This is an optimization exercise on Yosys and OpenROAD, whose aim is small area, not a production implementation. Where RTL was checked, it was by simulation tests only, not by an equivalence proof against the original. Power figures rest on the tool's default switching activity, not on a simulated workload. No driver is modelled on the clock port, so clocking that relies on it looks cheaper here than on a real chip.

==> module e1_realign, before the edit <==
module e1_realign (
    input  wire        clk,
    input  wire        rst,         
    input  wire        set_valid,   
    input  wire [15:0] set_nbits,
    input  wire        in_valid,
    input  wire [7:0]  in_byte,
    output reg         out_valid,
    output reg  [7:0]  out_byte
);
    reg [7:0]   offset;             
    reg [4:0]   zl;                 
    wire clr = rst | set_valid;
    reg  [3:0]  c4;                 
    reg  [1:0]  c2_n;               
    reg         c1;                 
    wire [7:0]  u4_n, u2, u1_n;
    e1_realign_muxi8 m_u4 (.s(offset[2]), .a(in_byte), .b({c4,   in_byte[7:4]}), .y(u4_n));
    e1_realign_muxi8 m_u2 (.s(offset[1]), .a(u4_n),    .b({c2_n, u4_n[7:2]}),    .y(u2));
    e1_realign_muxi8 m_u1 (.s(offset[0]), .a(u2),      .b({c1,   u2[7:1]}),      .y(u1_n));
    reg  [127:0] s16_n;             
    reg  [63:0]  s8;                
    reg  [31:0]  s4_n;              
    reg  [15:0]  s2;                
    reg  [7:0]   s1_n;              
    wire [7:0]  v16, v8_n, v4, v2_n, v1;
    e1_realign_muxi8 m_v16 (.s(offset[7]), .a(u1_n), .b(s16_n[127:120]), .y(v16));
    e1_realign_muxi8 m_v8  (.s(offset[6]), .a(v16),  .b(s8[63:56]),      .y(v8_n));
    e1_realign_muxi8 m_v4  (.s(offset[5]), .a(v8_n), .b(s4_n[31:24]),    .y(v4));
    e1_realign_muxi8 m_v2  (.s(offset[4]), .a(v4),   .b(s2[15:8]),       .y(v2_n));
    e1_realign_muxi8 m_v1  (.s(offset[3]), .a(v2_n), .b(s1_n),           .y(v1));
    always @(posedge clk) begin
        out_valid <= in_valid & ~rst & ~set_valid;
        out_byte  <= (zl != 5'd0) ? 8'd0 : v1;
        if (in_valid) begin
            s16_n <= {s16_n[119:0], u1_n};
            s8    <= {s8[55:0],     v16};
            s4_n  <= {s4_n[23:0],   v8_n};
            s2    <= {s2[7:0],      v4};
            s1_n  <= v2_n;
        end
        if (clr) begin
            c4   <= 4'd0;
            c2_n <= 2'b11;
            c1   <= 1'b0;
        end else if (in_valid) begin
            c4   <= in_byte[3:0];
            c2_n <= u4_n[1:0];
            c1   <= u2[0];
        end
        if (rst) begin
            offset <= 8'd0;
            zl     <= 5'd0;
        end else if (set_valid) begin
            offset <= set_nbits[7:0];
            zl     <= set_nbits[7:3];
        end else if (in_valid && zl != 5'd0) begin
            zl     <= zl - 5'd1;
        end
    end
endmodule
export LEC_CHECK = 0
export CAP_MARGIN = 10
export CORE_MARGIN = 2
export CORE_UTILIZATION = 55
export SLEW_MARGIN = 10
export SYNTH_HIERARCHICAL = 1
export SYNTH_MINIMUM_KEEP_SIZE = 0
create_clock -name core_clock -period 10.0 [get_ports {clk}]
standard.sh (not shown) runs the stock make flow with config.mk's settings and CLKGATE_MAP_FILE= SYNTH_SCRIPT=/design/flow/synth_recipe.tcl, a recipe that flattens the netlist after the stock synthesis.
==> flow/flow/run.sh <==
#!/bin/bash
# The standard layout (the standard.sh) with these changes:
#  - ports are buffered with the smallest buffer, sky130_fd_sc_hd__buf_1;
#  - after the placement resizer, logic gates are set to their smallest
#    drive strength (flow/downsize.tcl);
#  - clock tree synthesis uses sky130_fd_sc_hd__clkbuf_16 leaf buffers for
#    clusters of up to 35 flip-flops, small sky130_fd_sc_hd__clkbuf_4 buffers
#    above them, and adds no dummy loads.
# Synthesis, floorplan, power grid, placement and routing are the standard ones.
# The make output goes to standard_make.log; each ORFS step keeps its own log
# under orfs/logs/.
set -euo pipefail
export BUFFER_PORTS_ARGS="-buffer_cell sky130_fd_sc_hd__buf_1"
export POST_RESIZE_TCL="$PWD/flow/downsize.tcl"
export CTS_ARGS="-sink_clustering_enable -repair_clock_nets -dont_use_dummy_load -buf_list {sky130_fd_sc_hd__clkbuf_16} -sink_clustering_size 35 -sink_clustering_max_diameter 100 -root_buf sky130_fd_sc_hd__clkbuf_4 -tree_buf sky130_fd_sc_hd__clkbuf_4"
bash standard.sh finish > standard_make.log 2>&1
==> flow/flow/downsize.tcl <==
# Sourced by ORFS after the placement resizer (POST_RESIZE_TCL).
# Synthesis maps some logic gates at more than the smallest drive strength.
# The design has several ns of setup slack, so every combinational gate that
# is not a buffer is set to the smallest drive strength of its own function;
# repair_design then fixes any slew or capacitance violation this causes.
# Flip-flops, buffers and clock cells are left as they are.
set n 0
foreach inst [get_cells *] {
  set m [get_property $inst ref_name]
  if { ![regexp {^(sky130_fd_sc_hd__\w+)_(2|4|6|8|12|16)$} $m -> base drv] } {
    continue
  }
  if { [string match *buf* $m] || [string match *df* $m] || [string match *clk* $m] } {
    continue
  }
  foreach d {0 1} {
    set lc [get_lib_cells -quiet ${base}_$d]
    if { [llength $lc] } {
      puts "downsize [get_full_name $inst]: $m -> ${base}_$d"
      replace_cell $inst $lc
      incr n
      break
    }
  }
}
puts "downsized $n instances"
estimate_parasitics -placement
repair_design
The starting point finished clean.
Change:
--- a/flow/design.v
+++ b/flow/design.v
@@ -32,7 +32,7 @@
     always @(posedge clk) begin
         out_valid <= in_valid & ~rst & ~set_valid;
         out_byte  <= (zl != 5'd0) ? 8'd0 : v1;
-        if (in_valid) begin
+        if (in_valid && !set_valid) begin
             s16_n <= {s16_n[119:0], u1_n};
             s8    <= {s8[55:0],     v16};
             s4_n  <= {s4_n[23:0],   v8_n};
Final cell count climbs by 0.74%. Total power fell by 2.0%. Clock skew shrinks by 0.0092 ns. Core utilization barely changes. Setup slack gets worse by 0.78 ns. Cell area is higher by about 0.5%. Fmax goes down by about 19%. Non-clock buffer count rose by 2. Sequential power shrinks by about 3%. Die area hardly moves. Global-route usage came out lower by 0.65 points. Clock power is about the same. Sequential cell count is unchanged.

## the reference run
The RTL this note starts from:
==> flow/design.v <==
module e1_realign (
    input  wire        clk,
    input  wire        rst,         
    input  wire        set_valid,   
    input  wire [15:0] set_nbits,
    input  wire        in_valid,
    input  wire [7:0]  in_byte,
    output reg         out_valid,
    output reg  [7:0]  out_byte
);
    reg [7:0]   offset;             
    reg [4:0]   zl;                 
    wire clr = rst | set_valid;
    reg  [3:0]  c4;                 
    reg  [1:0]  c2_n;               
    reg         c1;                 
    wire [7:0]  u4_n, u2, u1_n;
    e1_realign_muxi8 m_u4 (.s(offset[2]), .a(in_byte), .b({c4,   in_byte[7:4]}), .y(u4_n));
    e1_realign_muxi8 m_u2 (.s(offset[1]), .a(u4_n),    .b({c2_n, u4_n[7:2]}),    .y(u2));
    e1_realign_muxi8 m_u1 (.s(offset[0]), .a(u2),      .b({c1,   u2[7:1]}),      .y(u1_n));
    reg  [127:0] s16_n;             
    reg  [63:0]  s8;                
    reg  [31:0]  s4_n;              
    reg  [15:0]  s2;                
    reg  [7:0]   s1_n;              
    wire [7:0]  v16, v8_n, v4, v2_n, v1;
    e1_realign_muxi8 m_v16 (.s(offset[7]), .a(u1_n), .b(s16_n[127:120]), .y(v16));
    e1_realign_muxi8 m_v8  (.s(offset[6]), .a(v16),  .b(s8[63:56]),      .y(v8_n));
    e1_realign_muxi8 m_v4  (.s(offset[5]), .a(v8_n), .b(s4_n[31:24]),    .y(v4));
    e1_realign_muxi8 m_v2  (.s(offset[4]), .a(v4),   .b(s2[15:8]),       .y(v2_n));
    e1_realign_muxi8 m_v1  (.s(offset[3]), .a(v2_n), .b(s1_n),           .y(v1));
    always @(posedge clk) begin
        out_valid <= in_valid & ~rst & ~set_valid;
        out_byte  <= (zl != 5'd0) ? 8'd0 : v1;
        if (in_valid) begin
            s16_n <= {s16_n[119:0], u1_n};
            s8    <= {s8[55:0],     v16};
            s4_n  <= {s4_n[23:0],   v8_n};
            s2    <= {s2[7:0],      v4};
            s1_n  <= v2_n;
        end
        if (clr) begin
            c4   <= 4'd0;
            c2_n <= 2'b11;
            c1   <= 1'b0;
        end else if (in_valid) begin
            c4   <= in_byte[3:0];
            c2_n <= u4_n[1:0];
            c1   <= u2[0];
        end
        if (rst) begin
            offset <= 8'd0;
            zl     <= 5'd0;
        end else if (set_valid) begin
            offset <= set_nbits[7:0];
            zl     <= set_nbits[7:3];
        end else if (in_valid && zl != 5'd0) begin
            zl     <= zl - 5'd1;
        end
    end
endmodule
module e1_realign_muxi8 (
    input  wire       s,
    input  wire [7:0] a,
    input  wire [7:0] b,
    output wire [7:0] y
);
    assign y = ~(s ? b : a);
endmodule
clock: 10.0 ns
lec_check: 0
cap_margin: 10
core_margin: 2
core_utilization: 55
slew_margin: 10
synth_hierarchical: 1
synth_minimum_keep_size: 0
==> flow/flow/run.sh <==
#!/bin/bash
# The standard layout (the standard.sh) with these changes:
#  - after floorplanning, the combinational logic is re-mapped for area with
#    OpenROAD's restructure command (flow/restructure.tcl); flip-flops are
#    not touched;
#  - ports are buffered with the smallest buffer, sky130_fd_sc_hd__buf_1;
#  - after the placement resizer, logic gates are set to their smallest
#    drive strength (flow/downsize.tcl);
#  - clock tree synthesis uses sky130_fd_sc_hd__clkbuf_16 leaf buffers for
#    clusters of up to 35 flip-flops, small sky130_fd_sc_hd__clkbuf_4 buffers
#    above them, and adds no dummy loads.
# Synthesis (standard), power grid, placement and routing are the standard
# ones.  The make output goes to standard_make.log; each ORFS step keeps its
# own log under orfs/logs/.
set -euo pipefail
export POST_FLOORPLAN_TCL="$PWD/flow/restructure.tcl"
export BUFFER_PORTS_ARGS="-buffer_cell sky130_fd_sc_hd__buf_1"
export POST_RESIZE_TCL="$PWD/flow/downsize.tcl"
export CTS_ARGS="-sink_clustering_enable -repair_clock_nets -dont_use_dummy_load -buf_list {sky130_fd_sc_hd__clkbuf_16} -sink_clustering_size 35 -sink_clustering_max_diameter 100 -root_buf sky130_fd_sc_hd__clkbuf_4 -tree_buf sky130_fd_sc_hd__clkbuf_4"
bash standard.sh finish > standard_make.log 2>&1
==> flow/flow/restructure.tcl <==
# Sourced by ORFS at the end of the floorplan step (POST_FLOORPLAN_TCL).
# Re-maps the combinational logic of the synthesized netlist for area with
# OpenROAD's restructure command (ABC); flip-flops and ports are not touched.
set lib_file [lindex $::env(LIB_FILES) 0]
set tielo_cell [lindex $::env(TIELO_CELL_AND_PORT) 0]
set tielo_lib [get_name [get_property [lindex [get_lib_cell $tielo_cell] 0] library]]
set tielo_pin $tielo_lib/$tielo_cell/[lindex $::env(TIELO_CELL_AND_PORT) 1]
set tiehi_cell [lindex $::env(TIEHI_CELL_AND_PORT) 0]
set tiehi_lib [get_name [get_property [lindex [get_lib_cell $tiehi_cell] 0] library]]
set tiehi_pin $tiehi_lib/$tiehi_cell/[lindex $::env(TIEHI_CELL_AND_PORT) 1]
set rmp_dir $::env(OBJECTS_DIR)/restructure
file mkdir $rmp_dir
puts "Design area before restructure:"
report_design_area
restructure -liberty_file $lib_file -target area \
  -tielo_port $tielo_pin -tiehi_port $tiehi_pin \
  -work_dir $rmp_dir -abc_logfile $::env(LOG_DIR)/2_1_restructure_abc.log
puts "Design area after restructure:"
report_design_area
Scripts as last shown in full above: flow/flow/downsize.tcl
--- input diff the reference run..the trial run ---
--- a/flow/design.v
+++ b/flow/design.v
@@ -26,22 +26,30 @@
     wire [7:0]  v16, v8_n, v4, v2_n, v1;
     e1_realign_muxi8 m_v16 (.s(offset[7]), .a(u1_n), .b(s16_n[127:120]), .y(v16));
     e1_realign_muxi8 m_v8  (.s(offset[6]), .a(v16),  .b(s8[63:56]),      .y(v8_n));
     e1_realign_muxi8 m_v4  (.s(offset[5]), .a(v8_n), .b(s4_n[31:24]),    .y(v4));
     e1_realign_muxi8 m_v2  (.s(offset[4]), .a(v4),   .b(s2[15:8]),       .y(v2_n));
     e1_realign_muxi8 m_v1  (.s(offset[3]), .a(v2_n), .b(s1_n),           .y(v1));
+    wire [127:0] s16_d;
+    wire [63:0]  s8_d;
+    wire [31:0]  s4_d;
+    wire [15:0]  s2_d;
+    wire [7:0]   s1_d;
+    e1_realign_hold #(128) h16 (.e(in_valid), .d({s16_n[119:0], u1_n}), .q(s16_n), .y(s16_d));
+    e1_realign_hold #(64)  h8  (.e(in_valid), .d({s8[55:0],     v16}),  .q(s8),    .y(s8_d));
+    e1_realign_hold #(32)  h4  (.e(in_valid), .d({s4_n[23:0],   v8_n}), .q(s4_n),  .y(s4_d));
+    e1_realign_hold #(16)  h2  (.e(in_valid), .d({s2[7:0],      v4}),   .q(s2),    .y(s2_d));
+    e1_realign_hold #(8)   h1  (.e(in_valid), .d(v2_n),                 .q(s1_n),  .y(s1_d));
     always @(posedge clk) begin
         out_valid <= in_valid & ~rst & ~set_valid;
         out_byte  <= (zl != 5'd0) ? 8'd0 : v1;
-        if (in_valid) begin
-            s16_n <= {s16_n[119:0], u1_n};
-            s8    <= {s8[55:0],     v16};
-            s4_n  <= {s4_n[23:0],   v8_n};
-            s2    <= {s2[7:0],      v4};
-            s1_n  <= v2_n;
-        end
+        s16_n <= s16_d;
+        s8    <= s8_d;
+        s4_n  <= s4_d;
+        s2    <= s2_d;
+        s1_n  <= s1_d;
         if (clr) begin
             c4   <= 4'd0;
             c2_n <= 2'b11;
             c1   <= 1'b0;
         end else if (in_valid) begin
             c4   <= in_byte[3:0];
@@ -64,6 +72,16 @@
     input  wire [7:0] a,
     input  wire [7:0] b,
     output wire [7:0] y
 );
     assign y = ~(s ? b : a);
 endmodule
+module e1_realign_hold #(
+    parameter W = 8
+) (
+    input  wire         e,
+    input  wire [W-1:0] d,
+    input  wire [W-1:0] q,
+    output wire [W-1:0] y
+);
+    assign y = e ? d : q;
+endmodule
[summary]
Taking the reference run as the reference, in the trial run wire length of the first global-routing pass up 28%, number of nets in the finished design +273, vertical extent of the die +8.0 um. Diff the trial run and the reference run: number of library cell types mapped by synthesis lower in the reference run. Delta (the trial run minus the reference run): minimum clock period rose by 0.17 ns; initial core utilization moved down. Going from the reference run to the trial run, setup slack shrinks by 0.17 ns. Delta (the trial run minus the reference run): tightest slew margin relative to the limit lost 5.7 points; mean cell area of the mapped netlist lost 7.0 um2. Measured against the reference run, the die outline width of the trial run comes out at 1.06 times the reference value.
Function not checked in the trial run: the RTL went through the layout flow alone.

what the ideal ports hide:
The results above use ideal ports. As a check the final layouts listed here were re-extracted and re-timed, cells and wires unchanged. Step 1 assumes that a clkbuf_16 drives the clock port and a buf_2 every other input. Step 2 moves the port delays by t, midway between the first and last clock arrival at a register: inputs arrive t later, outputs are due t later. That takes back most of the time a late clock gives input paths. Three values: ideal, step 1, step 2; two values: the first two.
| run | shift t [ns] | setup slack, ns | hold slack, ns | latest minus earliest clock arrival (ns) | worst register clock-pin slew, ns |
|---|---|---|---|---|---|
| the first run of note 1 | 0.617 | 6.633 / 6.645 / 6.028 | 0.419 / 0.419 / 0.419 | 0.027 / 0.028 | 0.12 / 0.12 |
| the second run of note 1 | 0.608 | 5.855 / 5.856 / 5.248 | 0.425 / 0.425 / 0.425 | 0.018 / 0.018 | 0.12 / 0.12 |
| the reference run | 0.615 | 5.454 / 5.464 / 4.849 | 0.412 / 0.412 / 0.412 | 0.030 / 0.030 | 0.12 / 0.12 |
| the trial run | 0.615 | 5.281 / 5.296 / 4.681 | 0.455 / 0.455 / 0.455 | 0.035 / 0.036 | 0.12 / 0.12 |
After both steps setup and hold are still met in every run listed. The setup slack of the second run of note 1, which loses most, moves by +0.001 ns with the drivers and by -0.607 ns with both steps.
